Source: an optimization exercise on an open RTL-to-GDS flow (aim: small area and few clock cycles). Production flows keep margins and buffers that such runs may drop.
The RTL was checked by simulation tests, not by an equivalence proof against the original design.
Power is estimated from default activity; no workload was simulated.

[flow/constraint.sdc]
create_clock -name core_clock -period 7.0 [get_ports {clk}]
set_input_delay 1.4000 -clock core_clock [delete_from_list [all_inputs] [get_ports {clk}]]
set_output_delay 1.4000 -clock core_clock [all_outputs]
set_load 0.01 [all_outputs]
[flow/config.mk]
export PLATFORM = sky130hd
export DESIGN_NAME = macphy_codec
export DESIGN_NICKNAME = macphy_codec
export VERILOG_FILES = /design/flow/design.v
export SDC_FILE = /design/flow/constraint.sdc
export NUM_CORES = 4
export LEC_CHECK = 0
export CAP_MARGIN = 10
export CORE_MARGIN = 2
export CORE_UTILIZATION = 40
export CTS_BUF_LIST = sky130_fd_sc_hd__clkbuf_8
export SLEW_MARGIN = 10
[flow/flow/run.sh]
#!/bin/bash
set -euo pipefail
W=$(cd "$(dirname "$0")/.." && pwd)
cd "$W"
rm -rf "$W/scripts_area"
cp -r "$FLOW_HOME/scripts" "$W/scripts_area"
cp "$W/flow/abc_area.script" "$W/scripts_area/abc_area.script"
export BUFFER_PORTS_ARGS="-buffer_cell sky130_fd_sc_hd__buf_1"
export GPL_KEEP_OVERFLOW=0
bash "$W/standard.sh" SCRIPTS_DIR="$W/scripts_area" ABC_AREA=1 ADDER_MAP_FILE= \
  "MIN_BUF_CELL_AND_PORTS=sky130_fd_sc_hd__buf_1 A X" finish > "$W/make.log" 2>&1
[flow/standard.sh]
#!/bin/bash
# synth_recipe.tcl (not shown) runs the flow's synth.tcl, then flattens the netlist and writes it again
# the make line also repeats each setting of config.mk as NAME=value (left out here)
make -C /OpenROAD-flow-scripts/flow DESIGN_CONFIG=/design/flow/config.mk WORK_HOME=/design/flow/orfs CLKGATE_MAP_FILE= SYNTH_SCRIPT=/design/flow/synth_recipe.tcl "${@:-finish}"
[flow/flow/abc_area.script]
strash
&get -n
&fraig -x
&put
scorr
dc2
dc2
strash
&get -n
&dch -f
&nf -R 1000
&put
strash
&get -n
&dch -f
&nf -R 1000
&put
[flow/design.v]
module crc8_byte (
    input  wire [7:0] crc_in,
    input  wire [7:0] data,
    input  wire [7:0] poly,
    output reg  [7:0] crc_out
);
    integer k;
    reg [7:0] x;
    always @* begin
        x = crc_in ^ data;
        for (k = 0; k < 8; k = k + 1)
            x = x[7] ? ({x[6:0], 1'b0} ^ poly) : {x[6:0], 1'b0};
        crc_out = x;
    end
endmodule
module macphy_codec (
    input  wire        clk,
    input  wire        rst,
    input  wire        req_valid,
    output wire        req_ready,
    input  wire [7:0]  req_op,
    input  wire [31:0] req_a,
    input  wire [31:0] req_b,
    input  wire [31:0] req_c,
    input  wire        req_null,
    input  wire        din_valid,
    output wire        din_ready,
    input  wire [7:0]  din_data,
    output wire        dout_valid,
    input  wire        dout_ready,
    output wire [7:0]  dout_data,
    output wire        bus_valid,
    input  wire        bus_ready,
    output wire [7:0]  bus_tx,
    output wire        bus_last,
    input  wire [7:0]  bus_rx,
    input  wire        bus_err,
    input  wire [7:0]  bus_err_code,
    output wire        rsp_valid,
    input  wire        rsp_ready,
    output wire [7:0]  rsp_status,
    output wire [7:0]  rsp_info,
    output wire [31:0] rsp_data,
    output wire [31:0] rsp_aux,
    output wire        rsp_flag,
    output wire        fault,
    output wire [1:0]  fault_code
);
    localparam [7:0] OP_INIT   = 8'h01, OP_DEINIT = 8'h02,
                     OP_CRC8   = 8'h10, OP_CRCCHK = 8'h11,
                     OP_REGWR  = 8'h20, OP_REGRD  = 8'h21,
                     OP_REGUPD = 8'h22, OP_WFDEC  = 8'h23,
                     OP_C22RD  = 8'h30, OP_C22WR  = 8'h31,
                     OP_C45RD  = 8'h32, OP_C45WR  = 8'h33,
                     OP_FIFOTX = 8'h40, OP_FIFORX = 8'h41;
    localparam [2:0] ST_OK = 3'd0, ST_WBLOCK = 3'd1, ST_INVARG = 3'd2,
                     ST_BUSERR = 3'd3, ST_TIMEOUT = 3'd4, ST_INVOP = 3'd5;
    localparam [7:0] INFO_NO_SPACE = 8'd1, INFO_FIFO_ERR = 8'd2;
    localparam [7:0] INFO_PORT = 8'd1, INFO_NULL = 8'd2, INFO_LEN = 8'd3,
                     INFO_TOO_LONG = 8'd4, INFO_CAPACITY = 8'd5, INFO_VARIANT = 8'd6;
    localparam [1:0] F_UNINIT = 2'd1, F_REINIT = 2'd2, F_RX_SHORT = 2'd3;
    localparam [3:0] C_REGWR = 4'd0, C_REGRD = 4'd1, C_REGUPD = 4'd2, C_WFDEC = 4'd3,
                     C_C22RD = 4'd4, C_C22WR = 4'd5, C_C45RD = 4'd6, C_C45WR = 4'd7,
                     C_FTX   = 4'd8, C_FRX   = 4'd9, C_CRC8  = 4'd10, C_CRCCHK = 4'd11,
                     C_NONE  = 4'd12;
    localparam [1:0] K_R = 2'd0, K_W = 2'd1, K_TX = 2'd2, K_RX = 2'd3;
    localparam [1:0] S_IDLE = 2'd0, S_DATA = 2'd1, S_XFER = 2'd2, S_RSP = 2'd3;
    function [15:0] dec16;               
        input [15:0] x;
        integer i;
        reg b;
        begin
            b = 1'b1;
            for (i = 0; i < 16; i = i + 1) begin
                dec16[i] = x[i] ^ b;
                b = b & ~x[i];
            end
        end
    endfunction
    function [15:0] add16;               
        input [15:0] x;
        input [15:0] y;
        integer i;
        reg cy;
        begin
            cy = 1'b0;
            for (i = 0; i < 16; i = i + 1) begin
                add16[i] = x[i] ^ y[i] ^ cy;
                cy = (x[i] & y[i]) | (cy & (x[i] ^ y[i]));
            end
        end
    endfunction
    function lt16;                       
        input [15:0] x;
        input [15:0] y;
        integer i;
        reg l;
        begin
            l = 1'b0;
            for (i = 0; i < 16; i = i + 1)
                l = (~x[i] & y[i]) | (~(x[i] ^ y[i]) & l);
            lt16 = l;
        end
    endfunction
    reg [1:0]  st;
    reg [1:0]  fcode;            
    reg        cfg_valid;
    reg [7:0]  cfg_poly;
    reg        cfg_crc_en;
    reg        cfg_two;          
    reg [3:0]  cls;
    reg [2:0]  step;
    reg [1:0]  polls;            
    reg [1:0]  xk;               
    reg [2:0]  j;                
    reg [31:0] p;
    reg [31:0] q;
    reg [15:0] a;
    reg [7:0]  c;                
    reg        dout_full;
    reg [2:0]  r_st;
    reg [2:0]  r_info;           
    reg        r_flag;
    wire busy_fault = (fcode != 2'd0);
    wire [3:0] hlen = cfg_crc_en ? 4'd3 : 4'd2;
    wire [15:0] L        = req_c[15:0];
    wire [11:0] rx_cap   = add16({5'h0, req_b[10:0]}, cfg_crc_en ? 16'd17 : 16'd16);
    wire        port_ok  = (req_a[7:1] == 7'h0) && (!req_a[0] || cfg_two);
    wire        lens_ok  = (req_b[23:0] == 24'h02_06_06);
    wire        tx_short = lt16(L, 16'd46);
    wire        tx_long  = lt16(cfg_crc_en ? 16'd1515 : 16'd1516, L);
    wire [10:0] tx_fl    = tx_short ? (cfg_crc_en ? 11'd63 : 11'd62)
                                    : add16({5'h0, L[10:0]}, cfg_crc_en ? 16'd17 : 16'd16);
    wire [8:0]  tx_al4   = add16({7'h0, tx_fl[10:2]}, {15'h0, tx_fl[1:0] != 2'b00});
    wire [5:0]  tx_pad6  = add16({10'h0, ~L[5:0]}, cfg_crc_en ? 16'd48 : 16'd49);   
    wire [5:0]  tx_pad   = tx_short ? tx_pad6 : {4'h0, tx_pad6[1:0]};
    wire acc_reg   = (req_op[7:2] == 6'b001000) && (req_op[1:0] != 2'b11);
    wire acc_mdio  = (req_op[7:2] == 6'b001100);
    wire acc_ftx   = (req_op == OP_FIFOTX) && port_ok && !req_null && lens_ok && !tx_long;
    wire acc_frx   = (req_op == OP_FIFORX) && port_ok && !req_null;
    wire acc_start = cfg_valid && (acc_reg || acc_mdio || acc_ftx || acc_frx);
    wire acc_w     = acc_mdio || (acc_reg && req_op[1:0] == 2'b00);
    wire [7:0] acc_b0 = {2'b10, acc_w, acc_reg ? req_a[12:8] : 5'h00};
    wire idle_bus  = (st == S_IDLE) && req_valid && acc_start;
    wire is_reg  = (cls == C_REGWR) || (cls == C_REGRD) || (cls == C_REGUPD);
    wire is_mdio = (cls[3:2] == 2'b01);
    wire is_ftx  = (cls == C_FTX);
    wire x_wr    = (xk == K_W) || (xk == K_TX);
    reg [12:0] x_addr;
    always @* begin
        if (is_reg)
            x_addr = a[12:0];
        else if (is_mdio)
            x_addr = {12'h010, step[1]};
        else if (is_ftx)
            case (step)
            3'd0:    x_addr = 13'h032;
            3'd1:    x_addr = 13'h030;
            3'd2:    x_addr = 13'h031;
            3'd3:    x_addr = 13'h008;
            default: x_addr = 13'h036;
            endcase
        else  
            x_addr = {5'h0, 1'b1, q[31], q[31] ? 2'b00 : 2'b01, 3'b000, step[0]};
    end
    wire [10:0] q_rem   = a[10:0];
    wire        rem_ge  = (q_rem[10:6] != 5'h0) || !lt16({10'h0, q_rem[5:0]}, {10'h0, q[30:25]});
    wire        in_din  = (xk == K_TX) && (j >= 3'd5 || (j == 3'd4 && !cfg_crc_en)) && rem_ge;
    wire        in_dout = (xk == K_RX) && ({1'b0, j} >= 4'd3 + hlen) && rem_ge;
    reg [7:0] tx_h;
    always @* begin
        tx_h = 8'h00;
        if (j == 3'd0)
            tx_h = {2'b10, x_wr, x_addr[12:8]};
        else if (j == 3'd1)
            tx_h = x_addr[7:0];
        else if (xk == K_W)
            tx_h = (j == 3'd6) ? c : p[31:24];
        else if (xk == K_TX) begin
            if (j == 3'd3)
                tx_h = {7'h0, q[31]};
            else if (j == 3'd4 && cfg_crc_en)
                tx_h = c;
        end
    end
    wire [7:0] tx_b = in_din ? din_data : tx_h;
    wire x_last = (xk == K_W) ? (j == (cfg_crc_en ? 3'd6 : 3'd5)) :
                  (xk == K_R) ? (j == 3'd6) : (q_rem == 11'd0);
    assign req_ready  = (st == S_IDLE) && !busy_fault;
    assign din_ready  = !busy_fault && (((st == S_DATA) && (a != 16'd0)) ||
                        ((st == S_XFER) && in_din && bus_ready));
    assign bus_valid  = !busy_fault && (idle_bus || ((st == S_XFER) && (!in_din || din_valid) &&
                        (!in_dout || !dout_full || dout_ready)));
    assign bus_tx     = (st == S_IDLE) ? acc_b0 : tx_b;
    assign bus_last   = (st == S_XFER) && x_last;
    assign dout_valid = dout_full;
    assign dout_data  = c;
    assign rsp_valid  = !busy_fault && (st == S_RSP) && !dout_full;
    assign rsp_status = {5'h0, r_st};
    wire   info_p     = (r_st == ST_BUSERR) || (r_st == ST_INVOP);
    assign rsp_info   = info_p ? p[7:0] : {5'h0, r_info};
    wire   r_ok       = (r_st == ST_OK);
    wire   d_p32      = r_ok && ((cls == C_REGRD) || (cls == C_WFDEC) || ((cls == C_FRX) && r_flag));
    wire   d_p16      = r_ok && ((cls == C_C22RD) || (cls == C_C45RD));
    wire   d_c8       = r_ok && ((cls == C_CRC8) || (cls == C_CRCCHK));
    assign rsp_data   = d_p32 ? p : d_p16 ? {16'h0, p[15:0]} : d_c8 ? {24'h0, c} : 32'h0;
    assign rsp_aux    = (r_ok && (cls == C_WFDEC)) ?
                        {q[15] & q[13], q[13], q[15], q[12:0], 1'b0, q[14], 14'h0} : 32'h0;
    assign rsp_flag   = r_flag | (r_ok && (cls == C_CRCCHK) && (c == q[7:0]));
    assign fault      = busy_fault;
    assign fault_code = fcode;
    wire [7:0] crc_nx;
    crc8_byte u_crc (.crc_in(c), .data((st == S_DATA) ? din_data : (st == S_IDLE) ? acc_b0 : tx_h),
                     .poly(cfg_poly),
                     .crc_out(crc_nx));
    wire bus_hs = bus_valid && bus_ready;
    wire din_hs = din_valid && din_ready;
    wire [15:0] a_dec = dec16(a);
    wire [2:0]  j_inc = (j == 3'd7) ? j : add16({13'h0, j}, 16'd1);
    wire        upd_rd = (cls == C_REGUPD) && (step == 3'd0);
    wire [7:0]  rx_in  = upd_rd ? ((bus_rx & ~p[31:24]) | q[31:24]) : bus_rx;
    wire [31:0] p_sh   = {p[23:0], rx_in};
    wire [10:0] fl       = q[21:11];
    wire [11:0] fl4      = {add16({7'h0, fl[10:2]}, 16'd1), fl[1:0]};
    wire        no_space = (p_sh[31:11] == 21'h0) && lt16({4'h0, p_sh[10:0], 1'b0}, {4'h0, fl4});
    wire [31:0] fs       = p_sh;
    wire        fs_big   = (fs[31:11] != 21'h0);
    wire        fs_lt4   = !fs_big && lt16({5'h0, fs[10:0]}, cfg_crc_en ? 16'd7 : 16'd6);
    wire        fs_lt14  = !fs_big && lt16({5'h0, fs[10:0]}, cfg_crc_en ? 16'd17 : 16'd16);
    wire        fs_long  = fs_big || lt16(16'd1532, {5'h0, fs[10:0]});
    wire [10:0] rx_n     = add16({5'h0, fs[10:0]}, cfg_crc_en ? 16'hFFEF : 16'hFFF0);   
    wire        cap_bad  = !q[12] && lt16({4'h0, q[11:0]}, {4'h0, fs[11:0]});
    wire [8:0]  rx_al4   = add16({7'h0, fs[10:2]}, {15'h0, fs[1:0] != 2'b00});
    wire [31:0] cw_c22   = req_op[0]
                         ? {4'b0001, 2'b01, req_a[4:0], req_b[4:0], req_c[15:0]}
                         : {4'b0001, 2'b10, req_a[4:0], req_b[4:0], 16'h0000};
    wire [31:0] cw_c45_1 = {4'b0000, 2'b00, req_a[4:0], req_b[4:0], req_c[15:0]};
    wire [31:0] cw_c45_2 = req_op[0]
                         ? {4'b0000, 2'b01, req_a[4:0], req_b[4:0], req_c[31:16]}
                         : {4'b0000, 2'b11, req_a[4:0], req_b[4:0], 16'h0000};
    task respond;
        input [2:0] status;
        input [7:0] info;
        input       flag;
        begin
            r_st   <= status;
            r_info <= info[2:0];
            r_flag <= flag;
            st     <= S_RSP;
        end
    endtask
    task start_x;
        input [1:0] kind;
        begin
            xk <= kind;
            j  <= 3'd0;
            c  <= 8'h00;
            st <= S_XFER;
        end
    endtask
    task start_x0;
        input [1:0] kind;
        begin
            xk <= kind;
            j  <= {2'd0, bus_ready};
            c  <= bus_ready ? crc_nx : 8'h00;
            st <= S_XFER;
        end
    endtask
    wire       wf_ok = (j == (cfg_crc_en ? 3'd6 : 3'd5));       
    always @(posedge clk) begin
        if (rst) begin
            st        <= S_IDLE;
            cfg_valid <= 1'b0;
            fcode     <= 2'd0;
            dout_full <= 1'b0;
            c         <= 8'h00;
        end else begin
            if (dout_full && dout_ready)
                dout_full <= 1'b0;
            if (!busy_fault)
            case (st)
            S_IDLE: if (req_valid) begin
                step  <= 3'd0;
                polls <= 2'd0;
                j     <= 3'd0;
                cls   <= C_NONE;
                a     <= req_a[15:0];
                if (!cfg_valid && req_op != OP_INIT)
                    fcode <= F_UNINIT;
                else if (cfg_valid && req_op == OP_INIT)
                    fcode <= F_REINIT;
                else begin
                    case (req_op)
                    OP_INIT:
                        if (req_c[7:0] != 8'd1 && req_c[7:0] != 8'd2)
                            respond(ST_INVARG, INFO_VARIANT, 1'b0);
                        else begin
                            cfg_poly   <= req_a[7:0];
                            cfg_crc_en <= req_b[0];
                            cfg_two    <= req_c[1];
                            cfg_valid  <= 1'b1;
                            respond(ST_OK, 8'h00, 1'b0);
                        end
                    OP_DEINIT: begin
                        cfg_valid <= 1'b0;
                        respond(ST_OK, 8'h00, 1'b0);
                    end
                    OP_CRC8, OP_CRCCHK, OP_WFDEC: begin
                        cls <= (req_op == OP_WFDEC) ? C_WFDEC : req_op[0] ? C_CRCCHK : C_CRC8;
                        q   <= {24'h0, req_c[7:0]};
                        c   <= (req_op != OP_WFDEC && req_b[8]) ? req_b[7:0] : 8'h00;
                        if (req_null)
                            respond(ST_INVARG, INFO_NULL, 1'b0);
                        else
                            st <= S_DATA;
                    end
                    OP_REGWR: begin
                        cls <= C_REGWR;
                        p   <= req_b;
                        start_x0(K_W);
                    end
                    OP_REGRD: begin
                        cls <= C_REGRD;
                        start_x0(K_R);
                    end
                    OP_REGUPD: begin
                        cls <= C_REGUPD;
                        p   <= req_b;
                        q   <= req_c & req_b;
                        start_x0(K_R);
                    end
                    OP_C22RD, OP_C22WR: begin
                        cls <= req_op[0] ? C_C22WR : C_C22RD;
                        p   <= cw_c22;
                        start_x0(K_W);
                    end
                    OP_C45RD, OP_C45WR: begin
                        cls <= req_op[0] ? C_C45WR : C_C45RD;
                        p   <= cw_c45_1;
                        q   <= cw_c45_2;
                        start_x0(K_W);
                    end
                    OP_FIFOTX: begin
                        cls <= C_FTX;
                        q   <= {req_a[0], tx_pad, 3'h0, tx_fl, tx_al4, 2'b01};
                        if (!port_ok)
                            respond(ST_INVARG, INFO_PORT, 1'b0);
                        else if (req_null)
                            respond(ST_INVARG, INFO_NULL, 1'b0);
                        else if (!lens_ok)
                            respond(ST_INVARG, INFO_LEN, 1'b0);
                        else if (tx_long)
                            respond(ST_INVARG, INFO_TOO_LONG, 1'b0);
                        else
                            start_x0(K_R);
                    end
                    OP_FIFORX: begin
                        cls <= C_FRX;
                        q   <= {req_a[0], 18'h0, req_b[31:11] != 21'h0, rx_cap};
                        if (!port_ok)
                            respond(ST_INVARG, INFO_PORT, 1'b0);
                        else if (req_null)
                            respond(ST_INVARG, INFO_NULL, 1'b0);
                        else
                            start_x0(K_R);
                    end
                    default:
                    begin
                        p[7:0] <= req_op;
                        respond(ST_INVOP, 8'h00, 1'b0);
                    end
                    endcase
                end
            end
            S_DATA: begin
                if (a == 16'd0 || (din_hs && a == 16'd1)) begin
                    if (cls == C_WFDEC) begin
                        if (din_hs && wf_ok)
                            respond(ST_OK, 8'h00, !cfg_crc_en || (din_data == c));
                        else
                            respond(ST_INVARG, INFO_LEN, 1'b0);
                    end else
                        respond(ST_OK, 8'h00, 1'b0);
                end
                if (din_hs) begin
                    a <= a_dec;
                    j <= j_inc;
                    if (cls != C_WFDEC || j < 3'd6) begin
                        c <= crc_nx;
                        if (cls == C_WFDEC) begin
                            p       <= {p[23:0], din_data};
                            q[15:0] <= {q[7:0], p[31:24]};
                        end
                    end
                end
            end
            S_XFER:
                if (bus_hs) begin
                    j <= j_inc;
                    if (xk == K_RX) begin
                        if (in_dout) begin
                            dout_full <= 1'b1;
                            c         <= bus_rx;
                        end
                    end else
                        c <= crc_nx;
                    if (xk[1])
                        a <= a_dec;
                    if ((xk == K_W && j >= 3'd2) || (xk == K_R && j >= 3'd3))
                        p <= p_sh;
                    if (upd_rd && j >= 3'd3)
                        q <= {q[23:0], 8'h00};
                    if (x_last) begin
                        if (bus_err) begin
                            p[7:0] <= bus_err_code;
                            respond(ST_BUSERR, 8'h00, 1'b0);
                        end
                        else case (cls)
                        C_REGWR:
                            respond(ST_OK, 8'h00, 1'b0);
                        C_REGRD:
                            respond(ST_OK, 8'h00, 1'b0);
                        C_REGUPD:
                            if (step == 3'd0) begin
                                step <= 3'd1;
                                start_x(K_W);
                            end else
                                respond(ST_OK, 8'h00, 1'b0);
                        C_FTX:
                            case (step)
                            3'd0:  
                                if (no_space)
                                    respond(ST_WBLOCK, INFO_NO_SPACE, 1'b0);
                                else begin
                                    step <= 3'd1;
                                    p    <= {21'h0, fl};
                                    start_x(K_W);
                                end
                            3'd1: begin  
                                step <= 3'd2;
                                a    <= {5'h0, q[10:0]};
                                start_x(K_TX);
                            end
                            3'd2: begin  
                                step <= 3'd3;
                                start_x(K_R);
                            end
                            3'd3:  
                                if (bus_rx[1]) begin
                                    step <= 3'd4;
                                    p    <= 32'h0000_0002;
                                    start_x(K_W);
                                end else
                                    respond(ST_OK, 8'h00, 1'b0);
                            3'd4: begin
                                step <= 3'd5;
                                p    <= 32'h0000_0000;
                                start_x(K_W);
                            end
                            default:
                                respond(ST_WBLOCK, INFO_FIFO_ERR, 1'b0);
                            endcase
                        C_FRX:
                            if (step == 3'd0) begin
                                if (fs_lt4)
                                    respond(ST_OK, 8'h00, 1'b0);
                                else if (fs_lt14)
                                    fcode <= F_RX_SHORT;
                                else if (fs_long)
                                    respond(ST_INVARG, INFO_TOO_LONG, 1'b0);
                                else if (cap_bad)
                                    respond(ST_INVARG, INFO_CAPACITY, 1'b0);
                                else begin
                                    step       <= 3'd1;
                                    p          <= {21'h0, rx_n};
                                    q[30:25]   <= {4'h0, -fs[1:0]};
                                    a          <= {5'h0, rx_al4, 2'b10};
                                    start_x(K_RX);
                                end
                            end else
                                respond(ST_OK, 8'h00, 1'b1);
                        default:  
                            if (xk == K_W) begin
                                polls <= 2'd0;
                                start_x(K_R);
                            end else if (p[23]) begin
                                if (cls[1] && !step[1]) begin
                                    step[1] <= 1'b1;
                                    p       <= q;
                                    start_x(K_W);
                                end else
                                    respond(ST_OK, 8'h00, 1'b0);
                            end else if (polls == 2'd3)
                                respond(ST_TIMEOUT, {7'h0, step[1]}, 1'b0);
                            else begin
                                polls <= polls + 2'd1;
                                start_x(K_R);
                            end
                        endcase
                    end
                end
            S_RSP:
                if (rsp_valid && rsp_ready) begin
                    st <= S_IDLE;
                    c  <= 8'h00;     
                end
            endcase
        end
    end
endmodule
==> impl_metrics.toml, run 1 <==
[layout]
fin_area_um2 = 15450
n_fill_cell = 3260
drive_gt1_frac = 0.07560
area_growth_pct = 20.94
final_nets = 2161

[global_route]
grt_pass1_wl_um = 104500
antenna_found_initial = 3
grt_pass1_vias = 14630
grt_max_degree = 43
grt-ovfl-total = 0
grt_use_total = 0.4333

[worst_setup_path]
critPathLaunchType = "input port"
path_cells = "buf_1, or4_1, nor3_1, nand3_1, or4_1, nor2_1, o21ai_0, o31ai_1, nand4_1, a21oi_1, nand2_1, nand2_1, o21ai_0, a21o_1, nor2_4, nand2_1, nor2_2, buf_8"
cp_common_cell = "nand2_1"
critical_path.max_fanout = 20
max_stage_delay_ps = 710
path_depth = 18
worstSetupEndpointType = "flip-flop"
cp_slowest_cell = "or4_1"
critical_path_class = "in2reg"
r2r_cells = 26
worstPathArrival_ps = 6910
path_buf_inv = 2
cp_top_family = "simple AND/OR/NAND/NOR gates"
crit_required_ps = 7220

[yosys]
syn-cell-area_um2 = 12770
async_flop_share = 0
synth_flop_cell = "edfxtp_1"
synth_cells = 1750
synth-seq-cells = 125
synth_edf_count = 111
synth_cell_type_count = 60
syn_avg_cell_area_um2 = 7.298
synth_seq_area_share = 0.2829
ys_warn_count = 2

[power]
p_per_area_nw_per_um2 = 152.8
p_leak_nw = 4.812
fin_total_pwr_mw = 2.360
vdd_drop_max_mv = 0.1188

[sta]
fmax_ghz = 0.1494
setup_viol = 0
finalCritPeriodShare = 0.9564
skew_ps = 21.23
rsz0062_at_grt = "false"
fin_crit_ps = 6695
slew_violations = 0
tightest_slew_ps = 1284
hold_viol = 0
relSlewSlack = 0.1439
whs_ps = 495.9
setup_tns_ps = 0
finalWorstSetupSlack_ps = 305.2

[clock_network]
cts_root_buffer = "clkbuf_8"
cts_htree_levels = 4
cts_buffers = 17
cts_buffer_depth = 2
clock_sinks = 125
clk_latency_ps = 520
cts.hold.buffers_added = 0
cts_tree = "built"
path_clk_slew_ps = 80

[floorplanning]
core_um2 = 31470
num_rows = 65
die-area_um2 = 33380
die_w_um = 182.7
start_util = 0.4058
io_pins = 243
chipHeight_um = 182.7

[flow_run]
drv_cap = 0

[status]
status = "finished clean"

[place]
port_buffers = 206
dp_hpwl_um = 56400
gp_congestion = 1.013
dp_slack_ps = -2852
place_area_um2 = 14520

[detailed_routing]
drt.antenna.violating_nets = 0
drc = 0
drt-wirelength-per-cell_um = 30.46
drtIter0Drc = 2697
vias_per_cell = 6.943
first_pass_iters = 8
drt_wl_total_um = 74310
via_count = 16940

[hold_path]
hold_depth = 2
hold_class = "reg2reg"
## what timing repair did
action,in CTS,in global routing
pin swaps,3,8
setup buffers,11,15
gates resized for setup,39,28
gates cloned,1,0
setup endpoints to repair,31,28
## synth_stat cells (11+ instances only)
cell type	count	area (µm²)
a222oi_1	23	230.2
and2_0	51	319.1
o22ai_1	21	131.4
a221oi_1	24	210.2
clkinv_1	32	120.1
nor2_1	187	701.9
nand2_1	295	1107
a22o_1	21	183.9
dfxtp_1	14	280.3
and3_1	17	106.4
nand3_1	68	340.3
nor3_1	66	330.3
a22oi_1	49	367.9
a31oi_1	32	200.2
xnor2_1	89	779.5
a32oi_1	17	148.9
xor2_1	19	166.4
a21oi_1	178	890.9
nor4_1	12	75.07
edfxtp_1	111	3333
or2_0	13	81.33
mux2i_1	27	270.3
a211oi_1	14	105.1
buf_1	20	75.07
o211ai_1	11	82.58
nand2b_1	16	100.1
o21ai_0	181	905.9
nor2b_1	12	75.07
nand4_1	14	87.58
## flip-flops by register name, summed over array words and instances, names as in the netlist, 3 cells and up
register,cells
p,32
q,32
a,16
c,8
cfg_poly,8
cls,4
j,3
r_info,3
r_st,3
step,3
## cell families after synthesis
group	after synthesis	synth area share
AO/OA/AOI/OAI	651	0.3239
XOR/XNOR	108	0.07406
adder cells (fa/ha/maj)	4	0.003135
buffers and inverters	52	0.01528
flip-flops	125	0.2829
multiplexers	30	0.02380
other	1	0.0002936
AND/OR/NAND/NOR	779	0.2766
## per-layer routing
layer	part of all wire	vias up	global-route usage
met2	0.41	1411	0.6332
met4	0.057	2	0.2029
met1	0.39	8033	0.5892
met3	0.14	242	0.1225
li1	-	7254	-
met5	0.00024	-	0
## cells in the final DEF, fill, tap and decap left out, drive strengths merged, types with 19 or more instances in the layout
cell / instances
xnor2: 89
a22o: 21
mux2i: 27
a22oi: 49
buf: 255
nor3: 66
conb: 20
clkinv: 39
o21ai: 181
a222oi: 23
nor2: 188
nand3: 68
edfxtp: 111
xor2: 19
a31oi: 32
o22ai: 21
and2: 51
nand2: 295
a21oi: 178
a221oi: 24
## power by group
| group | internal, mW | leakage (nW) | switching, mW |
|---|---|---|---|
| clock network | 0.278 | 0.175 | 0.370 |
| registers | 0.832 | 1.12 | 0.0258 |
| logic | 0.320 | 3.51 | 0.535 |
## tightest hold or removal path, stage by stage, from the launching register on
cell	delay [ps]
dfxtp_1	350
a21oi_1	50
nor2_1	70
## stage by stage
stage | util | std cells
after floorplan | - | 1769
after global placement | 0.4469 | 2357
after detailed placement | 0.4613 | 2380
after CTS | 0.4827 | 2424
after global routing | 0.4907 | 2439
final | 0.4908 | 2440
## cell type report
type	instances	area, µm²	area share
Tap cell	402	503.0	0.03256
Inverter	32	120.1	0.007776
Sequential cell	125	3613	0.2339
Timing Repair Buffer	255	1308	0.08464
Clock inverter	15	125.1	0.008100
Antenna cell	1	2.502	0.0001620
Multi-Input combinational cell	1593	9542	0.6177
Clock buffer	17	234.0	0.01515
## final timing paths
kind / startpoint / slack, ps / endpoint
setup / recovery: req_b[14] / 310 / q[14]
hold / removal: fcode[1] / 500 / fcode[1]
setup reg to reg: cls[2] / 380 / p[5]
hold reg to reg: fcode[1] / 500 / fcode[1]
Testbench counts, summed over its fixed seeds: cycles 116,376.
==> run 2: changes to the inputs <==
--- a/flow/flow/run.sh
+++ b/flow/flow/run.sh
@@ -8,3 +8,2 @@
 export BUFFER_PORTS_ARGS="-buffer_cell sky130_fd_sc_hd__buf_1"
-export GPL_KEEP_OVERFLOW=0
 bash "$W/standard.sh" SCRIPTS_DIR="$W/scripts_area" ABC_AREA=1 ADDER_MAP_FILE= \
==> impl_metrics.toml, run 2 <==
[status]
status = "finished clean"

[sta]
fmax_ghz = 0.1551
rsz0062_at_grt = "false"
finalWorstSetupSlack_ps = 551.5
fin_crit_ps = 6448
skew_ps = 27.95
relSlewSlack = 0.1873
tightest_slew_ps = 1215
finalCritPeriodShare = 0.9212
hold_viol = 0
setup_viol = 0
setup_tns_ps = 0
slew_violations = 0

[worst_setup_path]
max_stage_delay_ps = 530
critical_path_class = "reg2reg"
cp_common_cell = "o21ai_0"
cp_slowest_cell = "or3_1"
critical_path.max_fanout = 19
crit_required_ps = 7240
worstSetupEndpointType = "flip-flop"
worstPathArrival_ps = 6680
critPathLaunchType = "flip-flop"

[floorplanning]
die_w_um = 182.7
core_um2 = 31470
die-area_um2 = 33380
start_util = 0.4058
chipHeight_um = 182.7
num_rows = 65
io_pins = 243

[global_route]
grt_use_total = 0.4418
grt_pass1_vias = 15090
grt_pass1_wl_um = 106700
grt_util_met2 = 0.6370
antenna_found_initial = 3
grt-ovfl-total = 0
use_met1 = 0.5952
top_usage_layer = "met2"
gr-usage-met3 = 0.1325
grt_max_degree = 48

[yosys]
syn_avg_cell_area_um2 = 7.298
ys_warn_count = 2
synth-seq-cells = 125
synthTopCellsByCount = "nand2_1 (295), nor2_1 (187), o21ai_0 (181), a21oi_1 (178), edfxtp_1 (111)"
yosys.cell_count.top_type = "nand2_1"
async_flop_share = 0
ys_top_cells_by_area = "edfxtp_1 (26%), nand2_1 (8.7%), o21ai_0 (7.1%)"
synth_cells = 1750
syn-cell-area_um2 = 12770
synth_cell_type_count = 60
synth_seq_area_share = 0.2829
synth_edf_count = 111
synth_top_area_frac = 0.2610
synth_flop_cell = "edfxtp_1"
yosys.area.top_type = "edfxtp_1"

[detailed_routing]
drt.antenna.violating_nets = 0
via_count = 17110
first_pass_iters = 8
drt-wirelength-per-cell_um = 30.23
drtIter0Drc = 2466
drt_wl_total_um = 75200
drc = 0
vias_per_cell = 6.877

[hold_path]
hold_class = "reg2reg"

[place]
port_buffers = 206
dp_slack_ps = 121.9
gp_congestion = 1.035
dp_hpwl_um = 58320

[layout]
drive_gt1_frac = 0.06807
diodes = 0
layout_commonest_cell = "nand2_1"
area_growth_pct = 19.30
final_nets = 2210
layout_common_cells = "nand2_1 (295), buf_1 (206), nor2_1 (184)"
reg_top3 = "p: 32 flops, q: 32 flops, a: 16 flops"

[power]
power_frac_clock = 0.278
p_per_area_nw_per_um2 = 151.3
switching_share = 0.3862
pwr-share-comb = 0.351
pwr-share-seq = 0.372
vdd_drop_max_mv = 0.1567
p_leak_nw = 4.918
switchingPower_mw = 0.8905
internal-power_mw = 1.415

[clock_network]
path_clk_slew_ps = 90
clock_sinks = 125
post_cts_buffers = 0
cts_tree = "built"
cts_root_buffer = "clkbuf_8"
cts_buffers = 17
cts_buffer_depth = 2
clk_latency_ps = 510
cts_htree_levels = 4

[flow_run]
drv_cap = 0
run 2: cell counts after synthesis:
No cell type changed its count.
run 2: worst max-delay path, delay by kind of cell, from the launching register on:
kind / cells / cell delay, ps
buffers and inverters: 4 / 790
muxes: 1 / 160
AOI/OAI and AO/OA: 14 / 2340
DFF: 1 / 380
adders and majority gates: 3 / 1050
and+or+nand+nor: 5 / 1450
run 2: power groups by stage:
stage                     clock [mW]  combinational, mW  sequential [mW]
after floorplan                    0              0.491            0.865
after global placement             0              0.767            0.872
after detailed placement           0              0.776            0.872
after CTS                      0.642              0.780            0.855
after global routing           0.666              0.862            0.857
final                          0.641              0.809            0.857
run 2: metrics by stage:
stage | hold slack, ps | area (µm²) | cells | util | total power [mW]
after detailed placement | 487.7 | 14860 | 2456 | 0.4722 | 1.648
after global placement | 472.3 | 14860 | 2456 | 0.4722 | 1.639
after floorplan | 513.5 | 12860 | 1769 | - | 1.356
after global routing | 529.4 | 15240 | 2488 | 0.4841 | 2.386
final | 504.7 | 15240 | 2488 | 0.4841 | 2.306
after CTS | 506.4 | 15230 | 2488 | 0.4839 | 2.277
run 2: final cells by class:
cell class | instances | area [µm²]
fillers | 3351 | 16240
multi-input cells | 1592 | 9117
flip-flops and latches | 125 | 3613
repair buffers | 305 | 1516
well taps | 402 | 503.0
clock buffers | 18 | 247.7
inverters | 32 | 120.1
clock inverters | 14 | 118.9
run 2: worst paths after layout:
kind | startpoint | endpoint | slack, ps | cells past startpoint
worst min register to register | fcode[0] | fcode[0] | 500 | 2
worst max-delay path | step[1] | p[5] | 550 | 27
worst max register to register | step[1] | p[5] | 550 | 27
worst min-delay path | fcode[0] | fcode[0] | 500 | 2
run 2: layer usage:
| metal | vias to the layer above | share of wire |
|---|---|---|
| met5 | - | 0.00011 |
| met4 | 2 | 0.059 |
| met3 | 241 | 0.14 |
| met2 | 1406 | 0.41 |
| met1 | 8111 | 0.39 |
| li1 | 7349 | - |
run 2: logic make-up after synthesis:
family | Yosys count | synth area share
AO/OA/AOI/OAI | 651 | 0.3239
flip-flops | 125 | 0.2829
multiplexers | 30 | 0.02380
XOR/XNOR | 108 | 0.07406
buffers and inverters | 52 | 0.01528
adder cells (fa/ha/maj) | 4 | 0.003135
AND/OR/NAND/NOR | 779 | 0.2766
other | 1 | 0.0002936
run 2: what timing repair did:
item / 4_1_cts / 5_1_grt
hold buffers: 0 / 0
gates resized for setup: 0 / 1
endpoints found under the setup margin: 0 / 1
==> run 3: changes to the inputs <==
--- a/flow/config.mk
+++ b/flow/config.mk
@@ -9,3 +9,3 @@
 export CORE_MARGIN = 2
-export CORE_UTILIZATION = 40
+export CORE_UTILIZATION = 50
 export CTS_BUF_LIST = sky130_fd_sc_hd__clkbuf_8
==> impl_metrics.toml, run 3 <==
[global_route]
grt_pass1_vias = 15570
grt_use_total = 0.5074
grt_pass1_wl_um = 99630
grt-ovfl-total = 0
grt_max_degree = 47
antenna_found_initial = 2

[detailed_routing]
vias_per_cell = 7.253
drtIter0Drc = 3549
drc = 0
via_count = 17440
drt_wl_total_um = 69530
first_pass_iters = 10
drt-wirelength-per-cell_um = 28.92
drt.antenna.violating_nets = 0

[layout]
drive_gt1_frac = 0.06178
area_growth_pct = 18.32
reg_top3 = "p: 32 flops, q: 32 flops, a: 16 flops"
n_fill_cell = 2445
final_nets = 2196
layout_common_cells = "nand2_1 (295), buf_1 (206), nor2_1 (184)"
layout_commonest_cell = "nand2_1"

[sta]
slew_violations = 0
whs_ps = 513.0
fin_crit_ps = 6524
rsz0062_at_grt = "false"
skew_ps = 24.63
setup_tns_ps = 0
hold_viol = 0
fmax_ghz = 0.1533
finalWorstSetupSlack_ps = 476.4
tightest_slew_ps = 1437
setup_viol = 0
relSlewSlack = 0.03010
finalCritPeriodShare = 0.9319

[place]
dp_hpwl_um = 53030
gp_congestion = 1.060
port_buffers = 206
dp_slack_ps = 85.90

[floorplanning]
io_pins = 243
core_um2 = 25110
start_util = 0.5087
die-area_um2 = 26840
num_rows = 58
chipHeight_um = 163.8
die_w_um = 163.8

[worst_setup_path]
cp-startpoint = "cls[1]"
max_stage_delay_ps = 590
timing.rr.start = "cls[1]"
worstPathArrival_ps = 6930
critPathLaunchType = "flip-flop"
crit_required_ps = 7410
worstSetupEndpointType = "flip-flop"
cp_slowest_cell = "nor2_1"
cp-endpoint = "c[2]"
r2r_cells = 29
cp_common_cell = "xnor2_1"
critical_path.max_fanout = 8
r2r_slack_ps = 480
critical_path_class = "reg2reg"
r2r-end = "c[2]"

[yosys]
syn-cell-area_um2 = 12770
async_flop_share = 0
yosys.cell_count.top_type = "nand2_1"
synth_top_area_frac = 0.2610
synth_seq_area_share = 0.2829
synth_edf_count = 111
synth-seq-cells = 125
synth_flop_cell = "edfxtp_1"
ys_top_cells_by_area = "edfxtp_1 (26%), nand2_1 (8.7%), o21ai_0 (7.1%)"
synth_cells = 1750
yosys.area.top_type = "edfxtp_1"
synth_cell_type_count = 60
ys_warn_count = 2
synthTopCellsByCount = "nand2_1 (295), nor2_1 (187), o21ai_0 (181), a21oi_1 (178), edfxtp_1 (111)"
syn_avg_cell_area_um2 = 7.298

[clock_network]
cts_buffers = 17
cts.hold.buffers_added = 0
cts_htree_levels = 4
cts_resized = 0
path_clk_slew_ps = 100
clock_sinks = 125
post_cts_buffers = 0
cts_tree = "built"
cts_buffer_depth = 2
clk_latency_ps = 490
cts_root_buffer = "clkbuf_8"

[power]
switching_share = 0.3836
internal-power_mw = 1.494
fin_total_pwr_mw = 2.424
pwr-share-comb = 0.334
pwr-share-seq = 0.353
p_per_area_nw_per_um2 = 160.4
switchingPower_mw = 0.9299
vdd_drop_max_mv = 0.1703
p_leak_nw = 4.881
power_frac_clock = 0.313

[status]
status = "finished clean"

[hold_path]
hold_class = "reg2reg"

[flow_run]
drv_cap = 0
run 3: cell type report:
type,instances,area (µm²),share of cell area
multi-input combinational,1592,9112,0.6030
sequential,125,3613,0.2391
timing repair buffer,291,1411,0.09339
tap,330,412.9,0.02732
clock buffer,17,234.0,0.01548
clock inverter,15,202.7,0.01341
inverter,32,120.1,0.007948
antenna,2,5.005,0.0003312
run 3: cell families after synthesis:
family / Yosys count / share of synthesized area
flops: 125 / 0.2829
compound gates: 651 / 0.3239
simple gates: 779 / 0.2766
xor+xnor: 108 / 0.07406
fa+ha+maj: 4 / 0.003135
buf+inv: 52 / 0.01528
other cells: 1 / 0.0002936
mux: 30 / 0.02380
run 3: power by group through the flow:
stage               clock network (mW)  logic [mW]  registers (mW)
CTS                              0.748       0.773           0.853
global placement                     0       0.755           0.870
finish                           0.758       0.810           0.855
global route                     0.777       0.854           0.856
detailed placement                   0       0.768           0.870
floorplan                            0       0.491           0.865
run 3: routing by layer:
metal / vias up / track usage / wire [µm]
met5: - / 0 / 12
met4: 2 / 0.2919 / 5317
met3: 404 / 0.2020 / 12210
met2: 1761 / 0.7288 / 27930
met1: 7949 / 0.6435 / 24060
li1: 7320 / - / -
run 3: how the worst min path moves through the flow:
stage,start,endpoint,slack [ps],cells after the start
6_report,fcode[1],fcode[1],510,2
5_1_grt,fcode[1],fcode[1],550,2
4_1_cts,fcode[1],fcode[1],510,2
3_5_place_dp,fcode[1],fcode[1],490,2
3_3_place_gp,fcode[0],fcode[0],470,2
2_1_floorplan,fcode[1],fcode[1],510,2
run 3: stage by stage:
step                      std cells  instance area, µm²    util
final                          2404               15110  0.6019
after global routing           2402               15110  0.6017
after CTS                      2402               15100  0.6014
after detailed placement       2370               14660  0.5840
after global placement         2370               14660  0.5840
after floorplan                1769               12860       -
run 3: worst max-delay path: cells and delay by family (launching register included):
family / cells / cell delay, ps
xor gates and xnor gates: 9 / 2360
DFF: 1 / 510
AOI/OAI and AO/OA: 6 / 970
and+or+nand+nor: 13 / 2420
buffers and inverters: 1 / 180
==> run 4: changes to the inputs <==
--- a/flow/design.v
+++ b/flow/design.v
@@ -140,4 +140,5 @@
     wire acc_frx   = (req_op == OP_FIFORX) && port_ok && !req_null;
-    wire acc_start = cfg_valid && (acc_reg || acc_mdio || acc_ftx || acc_frx);
     wire acc_w     = acc_mdio || (acc_reg && req_op[1:0] == 2'b00);
+    wire acc_start = cfg_valid && (acc_reg || acc_mdio || acc_ftx || acc_frx) &&
+                     !(acc_w && cfg_crc_en);
     wire [7:0] acc_b0 = {2'b10, acc_w, acc_reg ? req_a[12:8] : 5'h00};
@@ -212,3 +213,3 @@
     wire [7:0] crc_nx;
-    crc8_byte u_crc (.crc_in(c), .data((st == S_DATA) ? din_data : (st == S_IDLE) ? acc_b0 : tx_h),
+    crc8_byte u_crc (.crc_in(c), .data((st == S_DATA) ? din_data : tx_h),
                      .poly(cfg_poly),
@@ -264,4 +265,4 @@
             xk <= kind;
-            j  <= {2'd0, bus_ready};
-            c  <= bus_ready ? crc_nx : 8'h00;
+            j  <= {2'd0, idle_bus && bus_ready};
+            c  <= 8'h00;
             st <= S_XFER;
@@ -276,3 +277,2 @@
             dout_full <= 1'b0;
-            c         <= 8'h00;
         end else begin
@@ -503,6 +503,4 @@
             S_RSP:
-                if (rsp_valid && rsp_ready) begin
+                if (rsp_valid && rsp_ready)
                     st <= S_IDLE;
-                    c  <= 8'h00;     
-                end
             endcase
--- a/flow/config.mk
+++ b/flow/config.mk
@@ -9,3 +9,3 @@
 export CORE_MARGIN = 2
-export CORE_UTILIZATION = 50
+export CORE_UTILIZATION = 40
 export CTS_BUF_LIST = sky130_fd_sc_hd__clkbuf_8
==> impl_metrics.toml, run 4 <==
[yosys]
synth_seq_area_share = 0.2923
synth_edf_count = 119
synthTopCellsByCount = "nand2_1 (272), nor2_1 (185), a21oi_1 (183), o21ai_0 (148), edfxtp_1 (119)"
synth_top_family_by_area = "compound AO/OA/AOI/OAI gates"
syn-cell-area_um2 = 12640
async_flop_share = 0
synth_flop_cell = "edfxtp_1"
synth_cells = 1689
synth-seq-cells = 125
synth-xor-area-share = 0.08179
yosys-mux-area-fraction = 0.02396
synth-simple-area-share = 0.2656
ys_warn_count = 2
ys_top_cells_by_area = "edfxtp_1 (28%), nand2_1 (8.1%), a21oi_1 (7.2%)"
synth_top_area_frac = 0.2828
synth_fa_ha_area_frac = 0.002376
yosys.cell_count.top_type = "nand2_1"
synth_cell_type_count = 62
syn_avg_cell_area_um2 = 7.481
synth_compound_area_frac = 0.3203
yosys.area.top_type = "edfxtp_1"

[sta]
fin_crit_ps = 6514
tightest_slew_ps = 1218
hold_viol = 0
setup_viol = 0
skew_ps = 21.60
slew_violations = 0
fmax_ghz = 0.1535
rsz0062_at_grt = "false"
finalCritPeriodShare = 0.9306
relSlewSlack = 0.1853
setup_tns_ps = 0

[power]
p_leak_nw = 5.094
p_per_area_nw_per_um2 = 227.7
vdd_drop_max_mv = 0.2467

[clock_network]
cts_root_buffer = "clkbuf_8"
clk_latency_ps = 500
cts.hold.buffers_added = 0
path_clk_slew_ps = 90
cts_buffers = 17
cts_tree = "built"
cts_buffer_depth = 2
cts_htree_levels = 4
clock_sinks = 125

[floorplanning]
chipHeight_um = 181.7
num_rows = 65
io_pins = 243
core_um2 = 31310
die_w_um = 181.7
start_util = 0.4036
die-area_um2 = 33030

[detailed_routing]
first_pass_iters = 9
drc = 0
drt_wl_total_um = 74460
drt-wirelength-per-cell_um = 30.82
drtIter0Drc = 2576
via_count = 16830
vias_per_cell = 6.965
drt.antenna.violating_nets = 0

[worst_setup_path]
r2r_slack_ps = 490
cp-startpoint = "cls[3]"
critPathLaunchType = "flip-flop"
cp_slowest_cell = "xnor2_1"
cp-endpoint = "c[3]"
timing.rr.start = "cls[3]"
worstPathArrival_ps = 6750
critical_path_class = "reg2reg"
r2r_cells = 29
max_stage_delay_ps = 560
crit_required_ps = 7240
cp_common_cell = "nand2_1"
critical_path.max_fanout = 9
worstSetupEndpointType = "flip-flop"
r2r-end = "c[3]"

[status]
status = "finished clean"

[layout]
reg_top3 = "p: 32 flops, q: 32 flops, a: 16 flops"
layout_commonest_cell = "nand2_1"
n_fill_cell = 3267
area_growth_pct = 18.88
fin_area_um2 = 15020
layout_common_cells = "nand2_1 (272), buf_1 (206), nor2_1 (183)"
final_nets = 2134
drive_gt1_frac = 0.06169
utilization = 0.4798

[place]
dp_hpwl_um = 56760
gp_congestion = 1.085
port_buffers = 206
place_area_um2 = 14620

[global_route]
antenna_found_initial = 5
grt-ovfl-total = 0
grt_pass1_vias = 15090
grt_pass1_wl_um = 104800
grt_max_degree = 61
grt_use_total = 0.4386

[hold_path]
hold_class = "reg2reg"

[flow_run]
drv_cap = 0
-- run 4: cell types whose count changed after synthesis, sizes merged, moves of 14 or more --
| cell | change |
|---|---|
| nor4 | +17 |
| nand2 | -23 |
| nand3 | -16 |
| nor3 | -18 |
| a222oi | -16 |
| a221o | +14 |
| o21ai | -33 |
-- run 4: worst min path at each step --
stage | startpoint | cells past startpoint | slack (ps) | to
floorplan | fcode[1] | 2 | 510 | fcode[1]
global placement | fcode[0] | 2 | 470 | fcode[0]
detailed placement | fcode[1] | 2 | 480 | fcode[1]
CTS | fcode[1] | 2 | 500 | fcode[1]
global route | fcode[1] | 2 | 540 | fcode[1]
finish | fcode[0] | 2 | 500 | fcode[0]
-- run 4: kinds of logic (layout without fill, tap and decap cells) --
family          Yosys count  after routing
simple gates            734            734
compound gates          633            633
flops                   125            125
xor+xnor                118            118
buf+inv                  45            347
mux                      30             30
fa+ha+maj                 3              3
other cells               1             24
-- run 4: where the power goes --
group          switching (mW)  internal [mW]
Clock                   0.350          0.343
Combinational            1.11          0.680
Sequential             0.0542          0.885
Total                    1.51           1.91
-- run 4: cell type report --
type / instances / area (µm²) / share of cell area
Antenna cell: 4 / 10.01 / 0.0006663
Clock buffer: 17 / 234.0 / 0.01558
Clock inverter: 15 / 155.1 / 0.01033
Inverter: 25 / 93.84 / 0.006247
Multi-Input combinational cell: 1538 / 8929 / 0.5944
Sequential cell: 125 / 3694 / 0.2459
Tap cell: 402 / 503.0 / 0.03348
Timing Repair Buffer: 290 / 1404 / 0.09345
-- run 4: per-stage QoR --
stage	worst slack [ps]	power (mW)	hold slack, ps	cells
2_1_floorplan	28.15	2.110	513.5	1708
3_3_place_gp	704.6	2.670	468.1	2380
3_5_place_dp	535.5	2.688	477.6	2380
4_1_cts	450.4	3.373	495.8	2412
5_1_grt	90.20	3.579	535.6	2412
6_report	485.8	3.420	495.1	2416
-- run 4: critical path: cells and delay by family, from the launching register on --
kind	cells	cell delay [ps]
flip-flops	1	480
buffers and inverters	1	180
AO/OA/AOI/OAI	5	1060
XOR/XNOR	9	2440
AND/OR/NAND/NOR	14	2070
-- run 4: layer usage --
| layer | global-route usage | wire length [µm] |
|---|---|---|
| met5 | 0 | 49 |
| met2 | 0.6305 | 30650 |
| met4 | 0.2657 | 5032 |
| met1 | 0.5774 | 28040 |
| met3 | 0.1320 | 10680 |
-- run 4: what timing repair did --
item / CTS / global route
endpoints found under the setup margin: 0 / 1
gates resized for setup: 0 / 1
buffers inserted: 0 / 0
Testbench counts of run 4, summed over its fixed seeds: cycles 116,923.

what the ideal ports hide:
In the flow no input, the clock included, has a driving cell. The finished layouts below were timed again as built, in two steps. Step 1 sets driving cells, clkbuf_16 on the clock port and buf_2 on the other inputs (assumed; they add their load-dependent delay and slew). Step 2 times the ports against the registers' clock, not the clock port: input delays grow and output delays shrink by t, the midpoint of the rising clock arrivals with the driver on. a / b / c = ideal / step 1 / step 2; a / b = the first two.
run | shift t [ns] | slack for setup (ns) | latest minus earliest clock arrival (ns) | slew at the worst register clock pin (ns) | worst data-port slew with drivers (ns)
run 1 | 0.556 | 0.305 / 0.333 / -0.223 | 0.021 / 0.021 | 0.10 / 0.10 | 0.04
run 2 | 0.537 | 0.552 / 0.552 / 0.102 | 0.028 / 0.028 | 0.10 / 0.10 | 0.05
run 3 | 0.528 | 0.476 / 0.476 / 0.012 | 0.024 / 0.025 | 0.10 / 0.10 | 0.06
run 4 | 0.545 | 0.486 / 0.486 / 0.368 | 0.022 / 0.022 | 0.09 / 0.09 | 0.08
Met with ideal ports but missed after step 2: setup timing in run 1. For run 1, which loses most, drivers alone change the setup slack by +0.028 ns; drivers and shift together by -0.528 ns.
